Context: an optimization exercise on an open-source flow, tuned for small area and a short achievable clock period. The choices shown serve that exercise and are no tape-out recipe.
Only simulation tests tie the RTL to the original design; equivalence was not proved.
No activity file was given, so power comes from the tool's default toggle rates.

**design/flow/design.v**
```verilog
module fp_exponent_adder (
    input  wire [10:0] a,
    input  wire [10:0] b,
    output wire [10:0] s,
    output wire [10:0] s1
);
    wire [10:0] g0 = a & b;
    wire [10:0] p0 = a ^ b;
    wire [10:0] g1, p1, g2, p2, g3, p3, g4, p4;
    genvar i;
    generate
        for (i = 0; i < 11; i = i + 1) begin : l1
            if (i % 2 == 1) begin : c
                assign g1[i] = g0[i] | (p0[i] & g0[i - 1]);
                assign p1[i] = p0[i] & p0[i - 1];
            end else begin : k
                assign g1[i] = g0[i];
                assign p1[i] = p0[i];
            end
        end
        for (i = 0; i < 11; i = i + 1) begin : l2
            if (i % 4 >= 2) begin : c
                assign g2[i] = g1[i] | (p1[i] & g1[i - (i % 4) + 1]);
                assign p2[i] = p1[i] & p1[i - (i % 4) + 1];
            end else begin : k
                assign g2[i] = g1[i];
                assign p2[i] = p1[i];
            end
        end
        for (i = 0; i < 11; i = i + 1) begin : l3
            if (i % 8 >= 4) begin : c
                assign g3[i] = g2[i] | (p2[i] & g2[i - (i % 8) + 3]);
                assign p3[i] = p2[i] & p2[i - (i % 8) + 3];
            end else begin : k
                assign g3[i] = g2[i];
                assign p3[i] = p2[i];
            end
        end
        for (i = 0; i < 11; i = i + 1) begin : l4
            if (i % 16 >= 8) begin : c
                assign g4[i] = g3[i] | (p3[i] & g3[7]);
                assign p4[i] = p3[i] & p3[7];
            end else begin : k
                assign g4[i] = g3[i];
                assign p4[i] = p3[i];
            end
        end
    endgenerate
    assign s  = p0 ^ {g4[9:0], 1'b0};
    assign s1 = p0 ^ {g4[9:0] | p4[9:0], 1'b1};
endmodule
module subnormal_normalizer (
    input  wire [22:0] m,
    output wire [4:0]  lz
);
    wire [31:0] w = {1'b0, m, 8'hFF};
    wire [15:0] v1;
    wire [15:0] c1;
    wire [7:0]  v2;
    wire [15:0] c2;
    wire [3:0]  v3;
    wire [11:0] c3;
    wire [1:0]  v4;
    wire [7:0]  c4;
    genvar i;
    generate
        for (i = 0; i < 16; i = i + 1) begin : g1
            assign v1[i] = w[2*i+1] | w[2*i];
            assign c1[i] = ~w[2*i+1];
        end
        for (i = 0; i < 8; i = i + 1) begin : g2
            assign v2[i] = v1[2*i+1] | v1[2*i];
            assign c2[2*i+1 -: 2] = v1[2*i+1] ? {1'b0, c1[2*i+1]} : {1'b1, c1[2*i]};
        end
        for (i = 0; i < 4; i = i + 1) begin : g3
            assign v3[i] = v2[2*i+1] | v2[2*i];
            assign c3[3*i+2 -: 3] = v2[2*i+1] ? {1'b0, c2[4*i+3 -: 2]} : {1'b1, c2[4*i+1 -: 2]};
        end
        for (i = 0; i < 2; i = i + 1) begin : g4
            assign v4[i] = v3[2*i+1] | v3[2*i];
            assign c4[4*i+3 -: 4] = v3[2*i+1] ? {1'b0, c3[6*i+5 -: 3]} : {1'b1, c3[6*i+2 -: 3]};
        end
    endgenerate
    assign lz = v4[1] ? {1'b0, c4[7:4]} : {1'b1, c4[3:0]};
endmodule
module overflow_underflow_detector (
    input  wire [24:0] a,
    input  wire [4:0]  amt,
    output wire [24:0] z,
    output wire        sticky
);
    wire [24:0] s4 = amt[4] ? {16'd0, a[24:16]}  : a;
    wire        k4 = amt[4] & (|a[15:0]);
    wire [24:0] s3 = amt[3] ? {8'd0, s4[24:8]}   : s4;
    wire        k3 = amt[3] & (|s4[7:0]);
    wire [24:0] s2 = amt[2] ? {4'd0, s3[24:4]}   : s3;
    wire        k2 = amt[2] & (|s3[3:0]);
    wire [24:0] s1 = amt[1] ? {2'd0, s2[24:2]}   : s2;
    wire        k1 = amt[1] & (|s2[1:0]);
    assign      z  = amt[0] ? {1'd0, s1[24:1]}   : s1;
    wire        k0 = amt[0] & s1[0];
    assign sticky = k4 | k3 | k2 | k1 | k0;
endmodule
module fp_scaler_core (
    input  wire        clk,
    input  wire [31:0] x,
    input  wire [31:0] n,
    output reg  [31:0] y,
    output reg  [4:0]  fflags
);
    genvar gi;
    wire [7:0]  e1 = x[30:23];
    wire [22:0] m1 = x[22:0];
    wire        h1 = |e1;
    wire [4:0]  lz1;
    subnormal_normalizer u_lz (.m(m1), .lz(lz1));
    wire        n_small = (n[31:9] == {23{n[31]}});
    wire [8:0]  em2 = {1'b0, e1} - 9'd2;
    reg         s_a, h_a, nonfin_a, bp_a, bn_a;
    reg  [22:0] m_a;
    reg  [8:0]  kk_a;      
    reg  [9:0]  n_a;
    always @(posedge clk) begin
        s_a      <= x[31];
        m_a      <= m1;
        h_a      <= h1;
        nonfin_a <= &e1;
        kk_a     <= h1 ? em2 : {4'hF, ~lz1};
        n_a      <= n[9:0];
        bp_a     <= ~n[31] & ~n_small;
        bn_a     <=  n[31] & ~n_small;
    end
    wire [10:0] w, w1;
    fp_exponent_adder u_add (.a({kk_a[8], kk_a[8], kk_a}), .b({n_a[9], n_a}),
                             .s(w), .s1(w1));
    wire t_pos   = ~w1[10];
    wire [4:0]  nn;
    assign nn[0] = n_a[0];
    assign nn[1] = n_a[1] ^ n_a[0];
    assign nn[2] = n_a[2] ^ (n_a[1] | n_a[0]);
    assign nn[3] = n_a[3] ^ (n_a[2] | n_a[1] | n_a[0]);
    assign nn[4] = n_a[4] ^ (n_a[3] | n_a[2] | n_a[1] | n_a[0]);
    wire        m_nz = |m_a;
    wire        dl   = ~h_a & ~n_a[9];         
    wire [4:0]  amt = h_a ? ((nonfin_a | t_pos) ? 5'd0 : ~w[4:0])
                          : (n_a[9] ? nn : (t_pos ? ~kk_a[4:0] : n_a[4:0]));
    wire [23:0] V = {h_a, m_a};
    wire [24:0] Vr;
    assign Vr[24] = 1'b0;
    generate for (gi = 0; gi < 24; gi = gi + 1) begin : g_rev
        assign Vr[gi] = V[23 - gi];
    end endgenerate
    reg         s_b, dl_b, zero_b, nonfin_b, bp_b, bn_b, tpos_b, nanq_b;
    reg  [24:0] si_b;
    reg  [4:0]  amt_b;
    reg  [10:0] w_b;
    always @(posedge clk) begin
        s_b      <= s_a;
        si_b     <= dl ? Vr : {V, 1'b0};
        amt_b    <= amt;
        dl_b     <= dl;
        zero_b   <= ~h_a & ~m_nz;
        nonfin_b <= nonfin_a;
        bp_b     <= bp_a;
        bn_b     <= bn_a;
        tpos_b   <= t_pos;
        w_b      <= w;
        nanq_b   <= nonfin_a & m_nz;
    end
    wire [24:0] z;
    wire        sticky;
    overflow_underflow_detector u_sh (.a(si_b), .amt(amt_b), .z(z), .sticky(sticky));
    wire [22:0] vl;
    generate for (gi = 0; gi < 23; gi = gi + 1) begin : g_rev2
        assign vl[gi] = z[23 - gi];
    end endgenerate
    wire [22:0] q    = z[23:1];
    wire        rbit = z[0];
    wire        nx   = rbit | sticky;
    wire        up   = rbit & (sticky | q[0]);
    wire [23:0] ones;
    assign ones[0] = 1'b1;
    generate for (gi = 1; gi < 24; gi = gi + 1) begin : g_inc
        assign ones[gi] = &q[gi - 1:0];
    end endgenerate
    wire [23:0] qr = {1'b0, q} ^ ({24{up}} & ones);
    wire t_over  = ~w_b[10] & (w_b[9] | w_b[8] | ((&w_b[7:2]) & (w_b[1] | w_b[0])));   
    wire t_under =  w_b[10] & ~((&w_b[9:5]) & (w_b[4] | w_b[3]));                      
    wire of3     = ~zero_b & ~nonfin_b & (bp_b | (~bn_b & t_over));
    wire uf3     = ~zero_b & ~nonfin_b & ~of3 & (bn_b | t_under);
    wire special = zero_b | nonfin_b | of3 | uf3;
    wire left_b  = ~special & dl_b;
    wire qch_b   = nonfin_b | (~special & ~dl_b);
    wire ff_b    = nonfin_b | of3;
    wire et_b    = ~special & tpos_b;
    wire of_b    = of3;
    wire uf_b    = uf3;
    wire        rnx = qch_b & nx;
    wire [7:0]  t8  = {w_b[7:1] + 7'd1, w_b[0]};    
    always @(posedge clk) begin
        y[31]    <= s_b;
        y[30:23] <= {8{ff_b}} | ({8{et_b}} & t8) | {7'd0, qch_b & qr[23]};
        y[22:0]  <= left_b ? vl :
                    qch_b  ? {qr[22] | nanq_b, qr[21:0]} : 23'd0;
        fflags   <= {nanq_b & ~si_b[23], 1'b0, of_b, uf_b | rnx, of_b | uf_b | rnx};
    end
endmodule
module fp_scaler (
    input  wire        clk,
    input  wire        rst,        
    input  wire        in_valid,
    input  wire [31:0] x,
    input  wire [31:0] n,
    output reg         out_valid,
    output wire [31:0] y,
    output wire [4:0]  fflags
);
    reg v_a, v_b;
    fp_scaler_core u_core (.clk(clk), .x(x), .n(n), .y(y), .fflags(fflags));
    always @(posedge clk) begin
        if (rst) begin
            v_a       <= 1'b0;
            v_b       <= 1'b0;
            out_valid <= 1'b0;
        end else begin
            v_a       <= in_valid;
            v_b       <= v_a;
            out_valid <= v_b;
        end
    end
endmodule
```
**design/flow/standard.sh**
```bash
#!/bin/bash
# synth_recipe.tcl (not shown) runs the flow's synth.tcl, then flattens the netlist and writes it again
# the make line also repeats each setting of config.mk as NAME=value (left out here)
make -C /OpenROAD-flow-scripts/flow DESIGN_CONFIG=/design/flow/config.mk WORK_HOME=/design/flow/orfs CLKGATE_MAP_FILE= SYNTH_SCRIPT=/design/flow/synth_recipe.tcl "${@:-finish}"
```
**design/flow/constraint.sdc**
```tcl
create_clock -name core_clock -period 7.0 [get_ports {clk}]
set_input_delay 1.4000 -clock core_clock [delete_from_list [all_inputs] [get_ports {clk}]]
set_output_delay 1.4000 -clock core_clock [all_outputs]
set_load 0.01 [all_outputs]
```
**design/flow/flow/run.sh**
```bash
#!/bin/bash
set -e
cd "$(dirname "$0")/.."
{
  echo "export BUFFER_PORTS_ARGS = -buffer_cell sky130_fd_sc_hd__buf_1"
  echo "export CTS_ARGS = -sink_clustering_enable -repair_clock_nets -buf_list sky130_fd_sc_hd__clkbuf_8 -dont_use_dummy_load"
} >> config.mk
export BUFFER_PORTS_ARGS="-buffer_cell sky130_fd_sc_hd__buf_1"
export CTS_ARGS="-sink_clustering_enable -repair_clock_nets -buf_list sky130_fd_sc_hd__clkbuf_8 -dont_use_dummy_load"
bash standard.sh > standard.log 2>&1
```
**design/flow/config.mk**
```make
export PLATFORM = sky130hd
export DESIGN_NAME = fp_scaler
export DESIGN_NICKNAME = fp_scaler
export VERILOG_FILES = /design/flow/design.v
export SDC_FILE = /design/flow/constraint.sdc
export NUM_CORES = 4
export LEC_CHECK = 0
export ABC_AREA = 1
export CAP_MARGIN = 20
export CORE_MARGIN = 2
export CORE_UTILIZATION = 40
export CTS_BUF_LIST = sky130_fd_sc_hd__clkbuf_8
export SETUP_SLACK_MARGIN = 4.5
export SLEW_MARGIN = 20
export BUFFER_PORTS_ARGS = -buffer_cell sky130_fd_sc_hd__buf_1
export CTS_ARGS = -sink_clustering_enable -repair_clock_nets -buf_list sky130_fd_sc_hd__clkbuf_8 -dont_use_dummy_load
```
==> results of run 1 <==
-- layout by cell type, fill, tap and decap left out, drive strengths merged, types with 2 or more instances in the layout --
cell | netlist | routed
nor3 | 11 | 11
clkbuf | 11 | 17
nand4 | 24 | 24
a21oi | 23 | 23
clkinv | 1 | 3
o22ai | 3 | 3
o211ai | 11 | 11
o32ai | 2 | 2
nor4 | 8 | 8
nand3 | 164 | 164
o21ai | 66 | 66
xnor2 | 6 | 6
fa | 4 | 4
inv | 91 | 90
buf | 23 | 119
o21a | 2 | 2
nor2 | 74 | 74
xor2 | 6 | 6
a21o | 4 | 4
nand2 | 248 | 248
or2 | 4 | 4
conb | 1 | 2
ha | 14 | 14
o31ai | 3 | 3
dfxtp | 135 | 135
-- worst max-delay path, cell delays in order --
cell      delay, ps
buf_1           110
nor2_4          110
inv_2            60
nor3_4          210
nand2_1         100
inv_2           100
nand4_1         230
nor2_2          200
o211ai_1        110
o211ai_1         90
nand2_1          70
-- stage by stage --
stage | util [%] | instances | instance area [sq um] | power, mW | setup WS (ps)
after floorplan | - | 946 | 6770 | 1.36 | 4490
after global placement | 43.9 | 1238 | 7260 | 1.48 | 4030
after detailed placement | 43.9 | 1238 | 7260 | 1.48 | 4020
after CTS | 45.5 | 1256 | 7520 | 1.95 | 4490
after global routing | 46.7 | 1269 | 7720 | 2.11 | 4450
final | 46.7 | 1269 | 7720 | 1.97 | 4540
-- metal layers --
layer / wire (um) / part of all wire [%] / vias up / global-route usage [%]
met5: 0 / 0 / - / 0
met4: 295 / 1.8 / 0 / 6.56
met3: 834 / 5.2 / 23 / 3.29
met2: 6950 / 43 / 171 / 27.3
met1: 8030 / 50 / 2740 / 26.7
li1: - / - / 3338 / -
-- kinds of logic after synthesis --
group,count (synthesis)
buffers and inverters,126
and+or+nand+nor,535
DFF,135
xor gates and xnor gates,12
adders and majority gates,18
other,1
AOI/OAI and AO/OA,118
-- path summary, 6_finish.rpt --
kind,start,end,cells past startpoint
max,x[18],u_core.kk_a[0],11
min,u_core.bn_a,u_core.bn_b,0
max reg2reg,u_core.n_a[0],u_core.amt_b[4],13
min reg2reg,u_core.bn_a,u_core.bn_b,0
-- report_power, final --
group | total, mW | internal, mW | leakage (nW) | switching [mW]
Sequential | 0.886 | 0.832 | 1.13 | 0.0547
Clock | 0.460 | 0.213 | 0.122 | 0.247
Combinational | 0.622 | 0.208 | 2.22 | 0.414
-- repair_timing --
| action | in CTS | in global routing |
|---|---|---|
| pin swaps | 2 | 9 |
| gates cloned | 0 | 1 |
| endpoints found under the setup margin | 27 | 31 |
| endpoints found under the hold margin | 0 | 0 |
| resized for setup | 9 | 38 |
| buffers inserted | 1 | 12 |
-- final cells by class --
type	count	area (sq um)
sequential	135	2720
timing repair inverter	1	8.76
clock buffer	17	234
inverter	92	377
fill	1739	8810
tap	220	275
timing repair buffer	119	524
multi-input combinational	685	3580
-- state kept, by name, indices dropped and copies added, names as in the netlist, 4 cells and up --
| name | count |
|---|---|
| u_core.y | 32 |
| u_core.si_b | 25 |
| u_core.m_a | 23 |
| u_core.w_b | 11 |
| u_core.n_a | 10 |
| u_core.kk_a | 9 |
| u_core.amt_b | 5 |
| u_core.fflags | 4 |
==> impl_metrics.json, run 1 <==
{
  "synth_seq_area_share_pct": 40.0,
  "grt-ovfl-total": 0,
  "gp_congestion": 0.893,
  "synth_xor_area_share_pct": 1.56,
  "n_antenna_cell": 0,
  "crit_type": "input pin to flop",
  "netlist_area_sq_um": 6760,
  "root_buffer": "clkbuf_8",
  "clock_path_buffers": 2,
  "synth-simple-area-share_pct": 36.5,
  "drv_slew": 0,
  "yosys.area_share.adder_pct": 3.78,
  "synth_compound_area_share_pct": 9.89,
  "hold_buffers": 0,
  "drtPass1Iterations": 6,
  "drc": 0,
  "hold_viol": 0,
  "num_rows": 47,
  "wl_per_cell_um": 12.7,
  "via_per_inst": 4.94,
  "ys_ff_latch": 135,
  "cp_max_fo": 4,
  "start_kind": "input pin",
  "antenna_found_initial": 0,
  "worstPathRequired_ps": 7330,
  "synth_top_family_by_area": "simple AND/OR/NAND/NOR gates",
  "syn_to_final_growth_pct": 14.2,
  "endpoint_kind": "flop",
  "tns_ps": 0,
  "yosys.area.top_type_share_pct": 40.0,
  "worstPathArrival_ps": 2790,
  "cts_buffers": 17,
  "drt_iter0_drc": 314,
  "yosysUniqueCellTypes": 48,
  "h-tree-depth": 4,
  "cts_tree": "done",
  "ys.flop_type": "dfxtp_1",
  "yosys-top-cells-count": "nand2_1 (238), nand3_1 (152), dfxtp_1 (135)",
  "yosys_warnings": 2,
  "ir_drop_mv": 0.140,
  "grt_max_degree": 46,
  "synthArstFlopShare_pct": 0,
  "synth-edff-count": 0,
  "finalHoldWorstSlack_ps": 319,
  "worst_hold_path_type": "flop to flop",
  "die_h_um": 134,
  "dieArea_sq_um": 17900,
  "grt_pass1_wl_um": 26500,
  "fin_crit_ps": 2460,
  "path_clk_slew_ps": 60,
  "die_w_um": 134,
  "drive_gt1_share_pct": 9.34,
  "vias": 6272,
  "start_util_pct": 40.9,
  "power_leakage_nw": 3.48,
  "relSlewSlack_pct": 57.1,
  "status": "finished clean",
  "clk_latency_ps": 440,
  "timing.fmax_ghz": 0.407,
  "syn-instance-count": 945,
  "ff2ff_setup_slack_ps": 4670,
  "yosys-mux-area-fraction_pct": 0,
  "ys_top_cells_by_area": "dfxtp_1 (40%), nand2_1 (13%), nand3_1 (11%), inv_1 (4.7%), o21ai_0 (4.3%)",
  "rsz0062_at_grt": "false",
  "grt_pass1_vias": 5503,
  "ant_nets": 0,
  "synth_largest_area_cell": "dfxtp_1",
  "yosysMostFrequentCell": "nand2_1",
  "routed_wl_um": 16100,
  "nets": 1136,
  "maxCapViolations": 0,
  "worstMarginPinSlew_ps": 643,
  "cts_sinks": 135,
  "min_period_over_period_pct": 35.1,
  "io_pins": 105,
  "grt.total_usage_pct": 18.4,
  "numPortBuffers": 103,
  "design.core.area_sq_um": 16500,
  "setup_violations": 0,
  "power.density_nw_per_um2": 255,
  "dp.final_hpwl_um": 12600,
  "fin_skew_ps": 20.1,
  "avgSynthCellArea_sq_um": 7.15
}
==> run 2: changes to the inputs <==
--- a/design/flow/design.v
+++ b/design/flow/design.v
@@ -116,19 +116,17 @@
     subnormal_normalizer u_lz (.m(m1), .lz(lz1));
     wire        n_small = (n[31:9] == {23{n[31]}});
     wire [8:0]  em2 = {1'b0, e1} - 9'd2;
-    reg         s_a, h_a, nonfin_a, bp_a, bn_a;
+    reg         s_a, h_a, nonfin_a;
     reg  [22:0] m_a;
     reg  [8:0]  kk_a;      
-    reg  [9:0]  n_a;
+    reg  [9:0]  n_a;       
     always @(posedge clk) begin
         s_a      <= x[31];
         m_a      <= m1;
         h_a      <= h1;
         nonfin_a <= &e1;
         kk_a     <= h1 ? em2 : {4'hF, ~lz1};
-        n_a      <= n[9:0];
-        bp_a     <= ~n[31] & ~n_small;
-        bn_a     <=  n[31] & ~n_small;
+        n_a      <= n_small ? n[9:0] : {n[31], {9{~n[31]}}};
     end
     wire [10:0] w, w1;
     fp_exponent_adder u_add (.a({kk_a[8], kk_a[8], kk_a}), .b({n_a[9], n_a}),
@@ -150,7 +148,7 @@
     generate for (gi = 0; gi < 24; gi = gi + 1) begin : g_rev
         assign Vr[gi] = V[23 - gi];
     end endgenerate
-    reg         s_b, dl_b, zero_b, nonfin_b, bp_b, bn_b, tpos_b, nanq_b;
+    reg         s_b, dl_b, zero_b, nonfin_b, nanq_b;
     reg  [24:0] si_b;
     reg  [4:0]  amt_b;
     reg  [10:0] w_b;
@@ -161,9 +159,6 @@
         dl_b     <= dl;
         zero_b   <= ~h_a & ~m_nz;
         nonfin_b <= nonfin_a;
-        bp_b     <= bp_a;
-        bn_b     <= bn_a;
-        tpos_b   <= t_pos;
         w_b      <= w;
         nanq_b   <= nonfin_a & m_nz;
     end
@@ -186,8 +181,9 @@
     wire [23:0] qr = {1'b0, q} ^ ({24{up}} & ones);
     wire t_over  = ~w_b[10] & (w_b[9] | w_b[8] | ((&w_b[7:2]) & (w_b[1] | w_b[0])));   
     wire t_under =  w_b[10] & ~((&w_b[9:5]) & (w_b[4] | w_b[3]));                      
-    wire of3     = ~zero_b & ~nonfin_b & (bp_b | (~bn_b & t_over));
-    wire uf3     = ~zero_b & ~nonfin_b & ~of3 & (bn_b | t_under);
+    wire tpos_b  = ~w_b[10] | (&w_b);                                                  
+    wire of3     = ~zero_b & ~nonfin_b & t_over;
+    wire uf3     = ~zero_b & ~nonfin_b & t_under;
     wire special = zero_b | nonfin_b | of3 | uf3;
     wire left_b  = ~special & dl_b;
     wire qch_b   = nonfin_b | (~special & ~dl_b);
==> impl_metrics.json, run 2 <==
{
  "grt_pass1_vias": 5886,
  "root_buffer": "clkbuf_8",
  "clock_path_buffers": 2,
  "largest_register_ff_count": 32,
  "clk_latency_ps": 450,
  "status": "finished clean",
  "min_period_over_period_pct": 34.6,
  "endpoint_kind": "flop",
  "dieArea_sq_um": 17800,
  "grt_max_degree": 45,
  "worstPathRequired_ps": 7330,
  "io_pins": 105,
  "routed_wl_um": 16600,
  "ant_nets": 0,
  "grt-ovfl-total": 0,
  "fin_util_pct": 47.0,
  "crit_type": "input pin to flop",
  "place_ws_ps": 3620,
  "ys.flop_type": "dfxtp_1",
  "syn_to_final_growth_pct": 15.9,
  "fin_skew_ps": 21.7,
  "top_regs": "u_core.y (32), u_core.si_b (25), u_core.m_a (23)",
  "final_cell_mix": "nand2_1 (234), nand3_1 (148), dfxtp_1 (126), buf_1 (102), inv_1 (81)",
  "wl_per_cell_um": 13.0,
  "total_power_mw": 2.04,
  "cts_sinks": 130,
  "drt_iter0_drc": 276,
  "design.core.area_sq_um": 16500,
  "top_register": "u_core.y",
  "numPortBuffers": 103,
  "die_h_um": 133,
  "vias": 6480,
  "fin_crit_ps": 2420,
  "dp.final_hpwl_um": 12800,
  "layout_setup_ws_ps": 4580,
  "rsz0062_at_grt": "true",
  "via_per_inst": 5.06,
  "avgSynthCellArea_sq_um": 6.99,
  "cts_tree": "done",
  "placedCellCount": 1246,
  "synth_seq_area_share_pct": 39.0,
  "syn-instance-count": 956,
  "worstPathArrival_ps": 2750,
  "yosys_warnings": 2,
  "grt_pass1_wl_um": 27800,
  "die_w_um": 133,
  "yosysUniqueCellTypes": 46,
  "synth-edff-count": 0,
  "yosys.area.top_type_share_pct": 39.0,
  "tns_ps": 0,
  "grt.total_usage_pct": 19.3,
  "synth_largest_area_cell": "dfxtp_1",
  "num_rows": 47,
  "timing.fmax_ghz": 0.413,
  "n_antenna_cell": 0,
  "netlist_area_sq_um": 6680,
  "drive_gt1_share_pct": 10.9,
  "power.density_nw_per_um2": 264,
  "yosysMostFrequentCell": "nand2_1",
  "nets": 1147,
  "path_clk_slew_ps": 80,
  "drtPass1Iterations": 5,
  "antenna_found_initial": 0,
  "worst_hold_path_type": "flop to flop",
  "start_kind": "input pin",
  "synthArstFlopShare_pct": 0,
  "gp_congestion": 0.902,
  "h-tree-depth": 4,
  "drv_slew": 0,
  "power_leakage_nw": 3.45,
  "maxCapViolations": 0,
  "cp_max_fo": 3,
  "start_util_pct": 40.6,
  "yosys-top-cells-count": "nand2_1 (245), nand3_1 (156), dfxtp_1 (130)",
  "ys_top_cells_by_area": "dfxtp_1 (39%), nand2_1 (14%), nand3_1 (12%), o21ai_0 (5.4%), inv_1 (4.8%)",
  "cts_buffers": 17,
  "final_cell_count_no_fill": 1280,
  "ys_ff_latch": 130,
  "setup_violations": 0,
  "hold_viol": 0,
  "final_common_cell": "nand2_1",
  "drc": 0,
  "worstMarginPinSlew_ps": 495,
  "relSlewSlack_pct": 66.6,
  "ir_drop_mv": 0.132
}
-- run 2: cells by family after synthesis --
group	after synthesis	share of synthesized area, %
AO/OA/AOI/OAI	130	10.7
XOR/XNOR	13	1.70
adder cells (fa/ha/maj)	18	3.82
buffers and inverters	129	8.50
flip-flops	130	39.0
other	1	0.0561
AND/OR/NAND/NOR	535	36.3
-- run 2: path summary, 6_finish.rpt --
kind                    from  slack [ps]              to  cells after the start
min reg2reg       u_core.s_a         310      u_core.s_b                      0
max                    x[19]        4580  u_core.kk_a[0]                     11
min               u_core.s_a         310      u_core.s_b                      0
max reg2reg  u_core.amt_b[4]        4680    u_core.y[15]                     17
-- run 2: layer usage --
layer	global-route usage, %	up-vias	share of wire [%]
met3	4.11	33	5.0
li1	-	3374	-
met2	32.4	174	48
met5	0	-	0
met1	24.4	2899	45
met4	7.15	0	2.2
-- run 2: where the power goes --
| part | switching, mW | total, mW | internal, mW |
|---|---|---|---|
| registers | 0.0619 | 0.888 | 0.826 |
| logic | 0.457 | 0.695 | 0.238 |
| clock network | 0.246 | 0.459 | 0.213 |
-- run 2: through the flow --
step	hold WS, ps	instance area (sq um)
2_1_floorplan	310	6710
6_report	315	7740
5_1_grt	329	7740
3_3_place_gp	311	7180
4_1_cts	323	7450
3_5_place_dp	314	7180
-- run 2: what timing repair did --
item                       CTS  global route
pin swaps                    2            15
hold buffers                 0             0
setup endpoints to repair   31            38
setup buffers                2            14
gates resized for setup     10            61
cloned                       0             1
-- run 2: area by class of cell --
cell class / instances / area (sq um)
clock buffers: 17 / 234
fillers: 1708 / 8720
inverters: 91 / 377
multi-input cells: 698 / 3660
flip-flops and latches: 130 / 2620
well taps: 220 / 275
repair buffers: 123 / 564
repair inverters: 1 / 16.3
-- run 2: critical path, cell delays in order --
cell and delay [ps]:
buf_6 100, nor2_4 110, inv_2 60, nor3_4 200
nand2_1 100, inv_2 80, nand4_1 160, a21oi_2 210
o211ai_1 120, o211ai_1 120, nand2_1 90
==> run 3: changes to the inputs <==
--- a/design/flow/config.mk
+++ b/design/flow/config.mk
@@ -8,7 +8,7 @@
 export ABC_AREA = 1
 export CAP_MARGIN = 20
 export CORE_MARGIN = 2
-export CORE_UTILIZATION = 40
+export CORE_UTILIZATION = 62
 export CTS_BUF_LIST = sky130_fd_sc_hd__clkbuf_8
 export SETUP_SLACK_MARGIN = 4.5
 export SLEW_MARGIN = 20
==> impl_metrics.json, run 3 <==
{
  "status": "finished clean",
  "grt_pass1_wl_um": 26500,
  "yosysMostFrequentCell": "nand2_1",
  "gr-usage-met2_pct": 49.8,
  "final_common_cell": "nand2_1",
  "stdcell_area_sq_um": 7600,
  "final_cell_mix": "nand2_1 (231), nand3_1 (151), dfxtp_1 (125), buf_1 (102), inv_1 (82)",
  "whs_endpoint": "u_core.y[31]",
  "root_buffer": "clkbuf_8",
  "synthArstFlopShare_pct": 0,
  "drt_iter0_drc": 473,
  "cp_max_fo": 4,
  "relSlewSlack_pct": 66.7,
  "fin_util_pct": 73.0,
  "nets": 1146,
  "endpoint_kind": "flop",
  "numPortBuffers": 103,
  "cts_tree": "done",
  "fin_crit_ps": 2430,
  "vias": 6605,
  "grtUsageMet1_pct": 36.0,
  "timing.fmax_ghz": 0.412,
  "critical-path-top-delay-family": "simple AND/OR/NAND/NOR gates",
  "path_clk_slew_ps": 70,
  "ys.flop_type": "dfxtp_1",
  "die_w_um": 108,
  "total_power_mw": 2.03,
  "layout_setup_ws_ps": 4570,
  "top_regs": "u_core.y (32), u_core.si_b (25), u_core.m_a (23)",
  "min_period_over_period_pct": 34.7,
  "wl_per_cell_um": 13.7,
  "design.core.area_sq_um": 10400,
  "ff2ff_setup_slack_ps": 4620,
  "h-tree-depth": 4,
  "ir_drop_mv": 0.168,
  "yosysUniqueCellTypes": 46,
  "yosys.area.top_type_share_pct": 39.0,
  "tns_ps": 0,
  "setup_violations": 0,
  "die_h_um": 108,
  "drive_gt1_share_pct": 10.5,
  "final_cell_count_no_fill": 1195,
  "max_stage_delay_ps": 200,
  "routed_wl_um": 16400,
  "syn-instance-count": 956,
  "drtPass1Iterations": 5,
  "grt.total_usage_pct": 29.1,
  "drv_slew": 0,
  "rsz0062_at_grt": "true",
  "num_rows": 37,
  "reg2reg_from": "u_core.amt_b[4]",
  "hold_buffers": 0,
  "hold_path_depth": 0,
  "yosys_warnings": 2,
  "place_ws_ps": 3700,
  "worstPathArrival_ps": 2770,
  "synth-edff-count": 0,
  "placedCellCount": 1161,
  "io_pins": 105,
  "power.density_nw_per_um2": 267,
  "cts_buffers": 17,
  "dpl-instance-area_sq_um": 7070,
  "path_cells": "buf_2 > nor2_4 > inv_2 > nor3_4 > nand2_1 > inv_2 > nand4_1 > a21oi_2 > o211ai_1 > o211ai_1 > nand2_1",
  "r2r-end": "u_core.y[1]",
  "largest_register_ff_count": 32,
  "netlist_area_sq_um": 6680,
  "avgSynthCellArea_sq_um": 6.99,
  "worstMarginPinSlew_ps": 494,
  "dp.final_hpwl_um": 12300,
  "synth_largest_area_cell": "dfxtp_1",
  "drc": 0,
  "power_leakage_nw": 3.43,
  "hold_viol": 0,
  "n_antenna_cell": 0,
  "grt_pass1_vias": 5912,
  "min_from": "u_core.s_b",
  "cts_sinks": 130,
  "ys_ff_latch": 130,
  "crit_type": "input pin to flop",
  "grt-ovfl-total": 0,
  "start_kind": "input pin",
  "finalHoldWorstSlack_ps": 347,
  "ant_nets": 0,
  "worstPathRequired_ps": 7340,
  "start_util_pct": 64.1,
  "top_register": "u_core.y",
  "maxCapViolations": 0,
  "grt-busiest-layer": "met2",
  "yosys-top-cells-count": "nand2_1 (245), nand3_1 (156), dfxtp_1 (130)",
  "dieArea_sq_um": 11600,
  "via_per_inst": 5.53,
  "clock_path_buffers": 2,
  "cp_num_buf_inv": 3,
  "synth_seq_area_share_pct": 39.0,
  "ys_top_cells_by_area": "dfxtp_1 (39%), nand2_1 (14%), nand3_1 (12%), o21ai_0 (5.4%), inv_1 (4.8%)",
  "fin_skew_ps": 25.1,
  "grt_use_met3_pct": 6.11,
  "clk_latency_ps": 450,
  "critical_path.slowest_cell": "a21oi_2",
  "syn_to_final_growth_pct": 13.8,
  "grt_max_degree": 46,
  "antenna_found_initial": 0,
  "worst_hold_path_type": "flop to flop",
  "gp_congestion": 0.920,
  "r2r.worst_path.cells": 14
}
-- run 3: cell types whose count changed in the layout (fill, tap and decap cells not counted), sizes merged --
| cell | change |
|---|---|
| inv | +1 |
| buf | -2 |
-- run 3: power breakdown --
| part | internal, mW | switching [mW] | total, mW | leakage (nW) |
|---|---|---|---|---|
| Clock | 0.212 | 0.235 | 0.448 | 0.122 |
| Sequential | 0.827 | 0.0708 | 0.897 | 1.09 |
| Combinational | 0.232 | 0.452 | 0.684 | 2.22 |
| Total | 1.27 | 0.758 | 2.03 | 3.43 |
-- run 3: logic make-up after synthesis --
family	count (synthesis)	share of synthesized area, %
buf+inv	129	8.50
xor+xnor	13	1.70
flops	130	39.0
simple gates	535	36.3
fa+ha+maj	18	3.82
other cells	1	0.0561
compound gates	130	10.7
-- run 3: routing by layer --
layer / vias up / part of all wire (%)
met1: 2940 / 42
met5: - / 0
met4: 0 / 1.9
met3: 36 / 6.8
met2: 249 / 49
li1: 3380 / -
-- run 3: final cells by class --
cell class                      instances  area [sq um]
Clock buffer                           17           234
Fill cell                             924          2810
Inverter                               91           370
Multi-Input combinational cell        698          3640
Sequential cell                       130          2620
Tap cell                              136           170
Timing Repair Buffer                  121           547
Timing Repair inverter                  2          25.0
-- run 3: worst max-delay path by stage --
stage | start | endpoint | slack [ps] | depth (start not counted)
6_report | x[19] | u_core.kk_a[0] | 4570 | 11
5_1_grt | u_core.amt_b[4] | u_core.y[20] | 4440 | 17
4_1_cts | u_core.amt_b[2] | u_core.y[19] | 4500 | 13
3_5_place_dp | u_core.amt_b[1] | u_core.y[19] | 3700 | 11
3_3_place_gp | u_core.amt_b[1] | u_core.y[17] | 3850 | 13
2_1_floorplan | x[18] | u_core.kk_a[0] | 4490 | 10
-- run 3: worst register-to-register path, delay by kind of cell, from the launching register on --
kind,cells,cell delay [ps]
buf+inv,2,270
compound gates,1,70
flops,1,460
fa+ha+maj,1,210
simple gates,10,1250
-- run 3: timing repair --
item	in CTS	in global routing
gates resized for setup	12	52
endpoints found under the hold margin	0	0
endpoints found under the setup margin	31	38
pin swaps	2	12
gates cloned	0	2
buffers inserted	1	14

==> static timing again, ports no longer ideal <==
The results above use ideal ports. As a check the final layouts listed here were re-extracted and re-timed, cells and wires unchanged. Step 1: set_driving_cell puts a clkbuf_16 on clk and a buf_2 on each other input, an assumption about the parent block. Step 2 also shifts input and output timing later by t, the mid clock arrival at the registers, as if the neighbouring blocks saw the same clock. Three values: ideal, step 1, step 2; two values: the first two.
run | shift t [ns] | setup slack, ns | latest minus earliest clock arrival (ns) | worst data-port slew with drivers (ns) | pins driven straight from the clock port
run 1 | 0.471 | 4.541 / 4.555 / 4.085 | 0.025 / 0.025 | 0.04 | 1
run 2 | 0.480 | 4.581 / 4.587 / 4.107 | 0.022 / 0.022 | 0.04 | 1
run 3 | 0.473 | 4.571 / 4.586 / 4.113 | 0.026 / 0.026 | 0.03 | 1
After both steps every run listed still meets setup and hold. For run 2, which loses most, drivers alone change the setup slack by +0.006 ns; drivers and shift together by -0.474 ns.
